This is an optimization exercise on Yosys and OpenROAD, whose aim is small area, a short achievable clock period and few clock cycles, not a production implementation. RTL that was checked went through simulation tests only; none was proved equivalent to the original. Power figures rest on the tool's default switching activity, not on a simulated workload.

Design fpga_disp_ctrl, start of the top module:
module fpga_disp_ctrl (
  input  wire        clk,
  input  wire        rst,        
  input  wire        ev_valid,
  output wire        ev_ready,
  input  wire [2:0]  ev_type,
  input  wire [7:0]  ev_data,
  output reg         intn,
  output reg         cdone,
  output reg         redraw,
  output reg         fb_we,
  output reg  [14:0] fb_addr,
  output reg  [7:0]  fb_data
);
Size: ~620 cells after synthesis, roughly 45 flip-flops, roughly 0.0036 mm2 of cells after synthesis.
Settings: LEC_CHECK=0, ABC_AREA=1, CAP_MARGIN=20, CORE_MARGIN=2, CORE_UTILIZATION=40, CTS_BUF_LIST=sky130_fd_sc_hd__clkbuf_8, SETUP_SLACK_MARGIN=5, SLEW_MARGIN=20, SYNTH_HIERARCHICAL=1, SYNTH_MINIMUM_KEEP_SIZE=0; clock period 8.0 ns.
standard.sh (not shown) runs the stock make flow with config.mk's settings and CLKGATE_MAP_FILE= SYNTH_SCRIPT=/design/flow/synth_recipe.tcl, a recipe that flattens the netlist after the stock synthesis.
==> flow/flow/run.sh <==
#!/bin/bash
# Layout flow: the standard ORFS flow (standard.sh: ORFS synthesis with
# synth_recipe.tcl, floorplan, power grid, tap cells, placement, CTS, routing),
# with these changes, all passed to make as VAR=value:
#  - synthesis runs synth_recipe.tcl through flow/synth_abc.tcl, which only
#    swaps ABC's mapping script for flow/area.abc (an area-oriented mapping;
#    the flip-flops are mapped before ABC and stay as synth_recipe.tcl maps them);
#  - ADDER_MAP_FILE is empty, so adders are left to ABC as plain gates;
#  - the port buffers are plain buffers (buffer_ports -buffer_cell);
#  - any further settings in flow/extra.env, one VAR=value per line.
# make's full output goes to orfs_flow.log here; ORFS writes each step's log
# under orfs/logs/.
set -euo pipefail
here=$(pwd)
export FLOW_SYNTH_TCL="$here/synth_recipe.tcl"
export FLOW_ABC_SCRIPT="$here/flow/area.abc"
extra=("SYNTH_SCRIPT=$here/flow/synth_abc.tcl" "ADDER_MAP_FILE="
       "BUFFER_PORTS_ARGS=-buffer_cell sky130_fd_sc_hd__buf_2")
if [[ -f flow/extra.env ]]; then
  while IFS= read -r line; do
    [[ -z "$line" || "$line" == \#* ]] && continue
    extra+=("$line")
  done < flow/extra.env
fi
bash standard.sh "${extra[@]}" finish > "$here/orfs_flow.log" 2>&1
==> flow/flow/area.abc <==
strash
dch
map -a
topo
dnsize
==> flow/flow/extra.env <==
SETUP_SLACK_MARGIN=5.25
==> flow/flow/synth_abc.tcl <==
# The standard flow's synthesis script (synth_recipe.tcl, unchanged), with the ABC
# technology-mapping script replaced by the one in FLOW_ABC_SCRIPT. ABC maps
# only the combinational logic; the flip-flops are mapped before it.
proc abc {args} {
  set i [lsearch -exact $args -script]
  if {$i >= 0 && [info exists ::env(FLOW_ABC_SCRIPT)]} {
    lset args [expr {$i + 1}] $::env(FLOW_ABC_SCRIPT)
  }
  yosys abc {*}$args
}
source $::env(FLOW_SYNTH_TCL)
Testbench counts at the start, summed over its fixed seeds: cycles 661,407.
Change:
--- a/flow/design.v
+++ b/flow/design.v
@@ -99,23 +99,16 @@
     addr_i   = fb_addr;
     data_i   = fb_data;
     if (fb_we || fresh)
       addr_i = (col_end || fresh) ? a_adj : fb_addr - 15'd148;
     if (s_scene)
       addr_i = A_TOP;
     if (s_prog && aux)
       addr_i[4:0] = cls_n;
-    if (s_prog && !rdy) begin
-      rdy_i        = 1'b1;
-      intn_i       = 1'b1;
-      cnt_i        = 9'd0;
-      addr_i[12:7] = 6'd0;
-      addr_i[4:0]  = 5'd0;
-    end
     if (s_prog || (s_cmd && aux))
       set0_i = cls == C_SET0;
     if (!rdy && s_cmd) begin
       rdy_i  = 1'b1;
       intn_i = 1'b1;
       if (set0) begin
         if (d == 8'h01) begin st_i = 3'd2; cnt_i = 9'd0; end
         else if (d == 8'h04) st_i = 3'd3;
@@ -240,38 +233,44 @@
   wire e_s  = acc && ev_type == 3'd2;                   
   wire e_s1 = e_s && b0 && sclk_inc;                    
   wire e_r  = acc && ev_type == 3'd3;                   
   wire e_r0 = e_r && !b0 && rst_fall;                   
   wire e_r1 = e_r && b0 && rst_rise;                    
   wire e_n  = acc && ev_type == 3'd4;                   
   always @(posedge clk) begin
     if (rst) begin
-      rdy    <= 1'b0;           
+      rdy    <= 1'b1;
       st     <= 3'd0;
+      cnt    <= 9'd0;
       cs     <= 1'b0;
       rst_l  <= 1'b0;
       sclk   <= 1'b0;
+      aux    <= 1'b0;
+      intn   <= 1'b1;
       cdone  <= 1'b0;
       redraw <= 1'b0;
       fb_we  <= 1'b0;
     end else begin
-      rdy    <= !e_r0 && rdy_i && !(e_b && stall_b);
+      rdy    <= rdy_i && !(e_b && stall_b);
       st     <= e_r0 ? 3'd0 :
                 (e_c0 || (e_s1 && sclk_hit)) ? 3'd1 :
                 e_b ? st_b : st_i;
+      cnt    <= e_r0 ? 9'd0 : e_b ? cnt_b : cnt_i;
       if (acc && ev_type == 3'd1) cs <= b0;
       if (e_r) rst_l <= b0;
       if (e_s) sclk <= b0;
+      aux    <= (e_b && aux_b) || (e_s1 && sclk_hit);
+      intn   <= e_r0 ? 1'b1 :
+                (e_c0 || (e_s1 && sclk_hit)) ? 1'b0 :
+                e_b ? intn_b : intn_i;
       cdone  <= (e_s1 && sclk_hit) ? 1'b1 : e_r1 ? 1'b0 : cdone;
       redraw <= e_n ? 1'b0 : redraw_i;
       fb_we  <= e_b ? we_b : we_i;
     end
-    cnt    <= e_b ? cnt_b : cnt_i;
-    aux    <= (e_b && aux_b) || (e_s1 && sclk_hit);
-    intn   <= (e_c0 || (e_s1 && sclk_hit)) ? 1'b0 : e_b ? intn_b : intn_i;
-    set0   <= set0_i;
+    set0 <= set0_i;
     fb_data <= rdy ? ev_data : data_i;
     fb_addr[14:13] <= addr_i[14:13];
-    fb_addr[12:7]  <= e_s1 ? scnt_inc : addr_i[12:7];
-    fb_addr[6:0]   <= addr_i[6:0];
+    fb_addr[12:7]  <= (rst || e_r0) ? 6'd0 : e_s1 ? scnt_inc : addr_i[12:7];
+    fb_addr[6:5]   <= addr_i[6:5];
+    fb_addr[4:0]   <= (rst || e_r0) ? 5'd0 : addr_i[4:0];
   end
 endmodule
Outcome:
- core utilization grows by 0.24 points
- final area goes up by about 1%
- via count goes up by about 6%
- synthesized area increases by 1.1%
- setup slack is worse by 0.060 ns
- first-iteration DRC count goes up by 8.2%
- hold slack improves by 0.0093 ns
- maximum frequency decreases by about 2.2%
- routed wire length is higher by 13%
- global-route usage is higher by 3.0 points
- clock-buffer cell count does not change
Testbench counts after the change, summed over its fixed seeds: cycles 661,383.

* * *

Setup of the baseline:
Another version of the RTL of fpga_disp_ctrl (not shown whole).
For scale: roughly 45 flip-flops, roughly 42 I/O pins, ~0.0050 mm^2 of cells after synthesis.
==> flow/design.v (excerpt) <==
module fpga_disp_ctrl (
  input  wire        clk,
  input  wire        rst,        
  input  wire        ev_valid,
  output wire        ev_ready,
  input  wire [2:0]  ev_type,
  input  wire [7:0]  ev_data,
  output reg         intn,
  output reg         cdone,
  output reg         redraw,
  output reg         fb_we,
  output reg  [14:0] fb_addr,
  output reg  [7:0]  fb_data
);
Settings: LEC_CHECK=0, ABC_AREA=1, CAP_MARGIN=20, CORE_MARGIN=2, CORE_UTILIZATION=40, CTS_BUF_LIST=sky130_fd_sc_hd__clkbuf_8, SETUP_SLACK_MARGIN=5, SLEW_MARGIN=20, SYNTH_HIERARCHICAL=1, SYNTH_MINIMUM_KEEP_SIZE=0; clock period 8.0 ns.
==> flow/flow/run.sh <==
#!/bin/bash
# Layout flow: the standard ORFS flow (standard.sh, unchanged synthesis,
# floorplan, power grid and tap cells), with two changes:
#  - the port buffers are plain buffers (buffer_ports -buffer_cell) instead of
#    the delay cells buffer_ports picks by default;
#  - settings from flow/extra.env, passed to make as VAR=value.
# Each tool's full output goes to a log file in this folder.
set -euo pipefail
here=$(pwd)
extra=()
if [[ -f flow/extra.env ]]; then
  while IFS= read -r line; do
    [[ -z "$line" || "$line" == \#* ]] && continue
    extra+=("$line")
  done < flow/extra.env
fi
bash standard.sh "${extra[@]}" finish > "$here/orfs_flow.log" 2>&1
==> flow/flow/extra.env <==
BUFFER_PORTS_ARGS=-buffer_cell sky130_fd_sc_hd__buf_2
Here is what was changed in the inputs of the candidate compared with the baseline.
-- flow/design.v --
<<< the baseline, line 52
  wire [7:0] d = fb_data;             
  wire [7:0] exp_c =
    (cpos == 5'd0)  ? "D" : (cpos == 5'd1)  ? "a" : (cpos == 5'd2)  ? "t" :
    (cpos == 5'd3)  ? "e" : (cpos == 5'd4)  ? ":" : (cpos == 5'd5)  ? " " :
    (cpos == 5'd6)  ? "D" : (cpos == 5'd7)  ? "e" : (cpos == 5'd8)  ? "c" :
    (cpos == 5'd9)  ? " " : (cpos == 5'd10) ? "1" : (cpos == 5'd11) ? "0" :
    (cpos == 5'd12) ? " " : (cpos == 5'd13) ? "2" : (cpos == 5'd14) ? "0" :
    (cpos == 5'd15) ? "1" : (cpos == 5'd16) ? "4" : (cpos == 5'd17) ? " " :
    (cpos == 5'd18) ? "0" : (cpos == 5'd19) ? "8" : (cpos == 5'd20) ? ":" :
    (cpos == 5'd21) ? "3" : (cpos == 5'd22) ? "0" : 8'h00;
  reg [1:0] cmode_n;
  reg [4:0] cpos_n;
>>> the candidate, line 52
  wire [7:0] d = fb_data;             
  wire [7:0] exp_c =
    (cpos == 5'd0) ? "D" :
    (cpos == 5'd1) ? "a" :
    (cpos == 5'd3) ? "t" :
    (cpos == 5'd7) ? "e" :
    (cpos == 5'd14) ? ":" :
    (cpos == 5'd28) ? " " :
    (cpos == 5'd25) ? "D" :
    (cpos == 5'd18) ? "e" :
    (cpos == 5'd4) ? "c" :
    (cpos == 5'd8) ? " " :
    (cpos == 5'd17) ? "1" :
    (cpos == 5'd2) ? "0" :
    (cpos == 5'd5) ? " " :
    (cpos == 5'd10) ? "2" :
    (cpos == 5'd21) ? "0" :
    (cpos == 5'd11) ? "1" :
    (cpos == 5'd23) ? "4" :
    (cpos == 5'd15) ? " " :
    (cpos == 5'd30) ? "0" :
    (cpos == 5'd29) ? "8" :
    (cpos == 5'd27) ? ":" :
    (cpos == 5'd22) ? "3" :
    (cpos == 5'd13) ? "0" :
    8'h00;
  wire [4:0] cpos_inc = {cpos[3:0], ~(cpos[4] ^ cpos[2])};
  wire       cpos_lt5 = cpos == 5'd0 || cpos == 5'd1 || cpos == 5'd3 || cpos == 5'd7 || cpos == 5'd14;
  reg [1:0] cmode_n;
  reg [4:0] cpos_n;
<<< the baseline, line 68
      C_MATCH: begin
        if (d == 8'h00) begin
          if (cpos >= 5'd5) cmode_n = C_SET1;
          else cpos_n = 5'd0;
        end else if (d == exp_c) begin
          cpos_n = cpos + 5'd1;
          if (cpos == 5'd22) cmode_n = C_SET0;
        end else begin
          cmode_n = (cpos < 5'd5) ? C_SKIP : C_SET1;
        end
      end
>>> the candidate, line 86
      C_MATCH: begin
        if (d == 8'h00) begin
          if (!cpos_lt5) cmode_n = C_SET1;
          else cpos_n = 5'd0;
        end else if (d == exp_c) begin
          cpos_n = cpos_inc;
          if (cpos == 5'd13) cmode_n = C_SET0;
        end else begin
          cmode_n = cpos_lt5 ? C_SKIP : C_SET1;
        end
      end
<<< the baseline, line 183
  assign cs_fall  = cs && !s_prog;
  assign sclk_inc = !sclk && !cs && s_prog;
  assign sclk_hit = sclk_inc && scnt == 6'd50;
  assign scnt_inc = scnt + 6'd1;
  assign rst_fall = rst_l;
  assign rst_rise = !rst_l;
>>> the candidate, line 201
  assign cs_fall  = cs && !s_prog;
  assign sclk_inc = !sclk && !cs && s_prog;
  assign sclk_hit = sclk_inc && scnt == 6'd19;        
  assign scnt_inc = {scnt[4:0], ~(scnt[5] ^ scnt[4])};
  assign rst_fall = rst_l;
  assign rst_rise = !rst_l;
<<< the baseline, line 252
      fb_we  <= 1'b0;
    end else begin
      rdy    <= acc ? !(e_b && stall_b) : rdy_i;
      st     <= e_r0 ? 3'd0 :
                (e_c0 || (e_s1 && sclk_hit)) ? 3'd1 :
                e_b ? st_b :
                acc ? st : st_i;
      cnt    <= e_r0 ? 9'd0 : e_b ? cnt_b : acc ? cnt : cnt_i;
      if (acc && ev_type == 3'd1) cs <= b0;
      if (e_r) rst_l <= b0;
>>> the candidate, line 270
      fb_we  <= 1'b0;
    end else begin
      rdy    <= rdy_i && !(e_b && stall_b);
      st     <= e_r0 ? 3'd0 :
                (e_c0 || (e_s1 && sclk_hit)) ? 3'd1 :
                e_b ? st_b : st_i;
      cnt    <= e_r0 ? 9'd0 : e_b ? cnt_b : cnt_i;
      if (acc && ev_type == 3'd1) cs <= b0;
      if (e_r) rst_l <= b0;
<<< the baseline, line 264
      intn   <= e_r0 ? 1'b1 :
                (e_c0 || (e_s1 && sclk_hit)) ? 1'b0 :
                e_b ? intn_b :
                acc ? intn : intn_i;
      cdone  <= (e_s1 && sclk_hit) ? 1'b1 : e_r1 ? 1'b0 : cdone;
      redraw <= e_n ? 1'b0 : redraw_i;
>>> the candidate, line 281
      intn   <= e_r0 ? 1'b1 :
                (e_c0 || (e_s1 && sclk_hit)) ? 1'b0 :
                e_b ? intn_b : intn_i;
      cdone  <= (e_s1 && sclk_hit) ? 1'b1 : e_r1 ? 1'b0 : cdone;
      redraw <= e_n ? 1'b0 : redraw_i;
## What came out
The candidate completed; timing, DRC and antenna clean. Looking at critical-path cell with the highest stage delay, the sky130_fd_sc_hd__dfxtp_4 result is from the baseline; the sky130_fd_sc_hd__dfxtp_1 one comes from the candidate. Looking at part of the power in combinational logic, the candidate sits 16 points below the baseline. The candidate vs. the baseline: via total after detailed routing shows a reduction of 4.3%; total routed wirelength shows a reduction of about 3%; relative slew slack shows an increase of 1.0 points; final cell count shows a reduction of 9.8%.
Testbench counts of the candidate, summed over its fixed seeds: cycles 661,383.
Function not checked in the baseline: the RTL went through the layout flow alone.

-- port drivers added, routing unchanged --
In the flow no input, the clock included, has a driving cell. The finished layouts below were timed again as built, in two steps.
Step 1: set_driving_cell puts a clkbuf_16 on clk and a buf_2 on each other input, an assumption about the parent block.
Step 2 adds t to the input delays and takes it off the output delays; t is the mean of the earliest and latest rising clock arrival at the registers after step 1. Input paths then give back, and output paths get back, about the clock's delay inside the block.
a / b / c = ideal / step 1 / step 2; a / b = the first two.
run | t, ns | setup WS [ns] | worst register clock-pin slew, ns | cell pins on the clock port's net
the first run of note 1 | 0.337 | 5.344 / 5.312 / 5.084 | 0.09 / 0.09 | 1
the second run of note 1 | 0.348 | 5.284 / 5.262 / 5.043 | 0.10 / 0.10 | 1
the baseline | 0.353 | 5.246 / 5.246 / 4.937 | 0.11 / 0.11 | 1
the candidate | 0.349 | 5.250 / 5.218 / 5.005 | 0.10 / 0.10 | 1
After both steps setup and hold are still met in every run listed. For the baseline, which loses most, drivers alone change the setup slack by 0.000 ns; drivers and shift together by -0.309 ns.
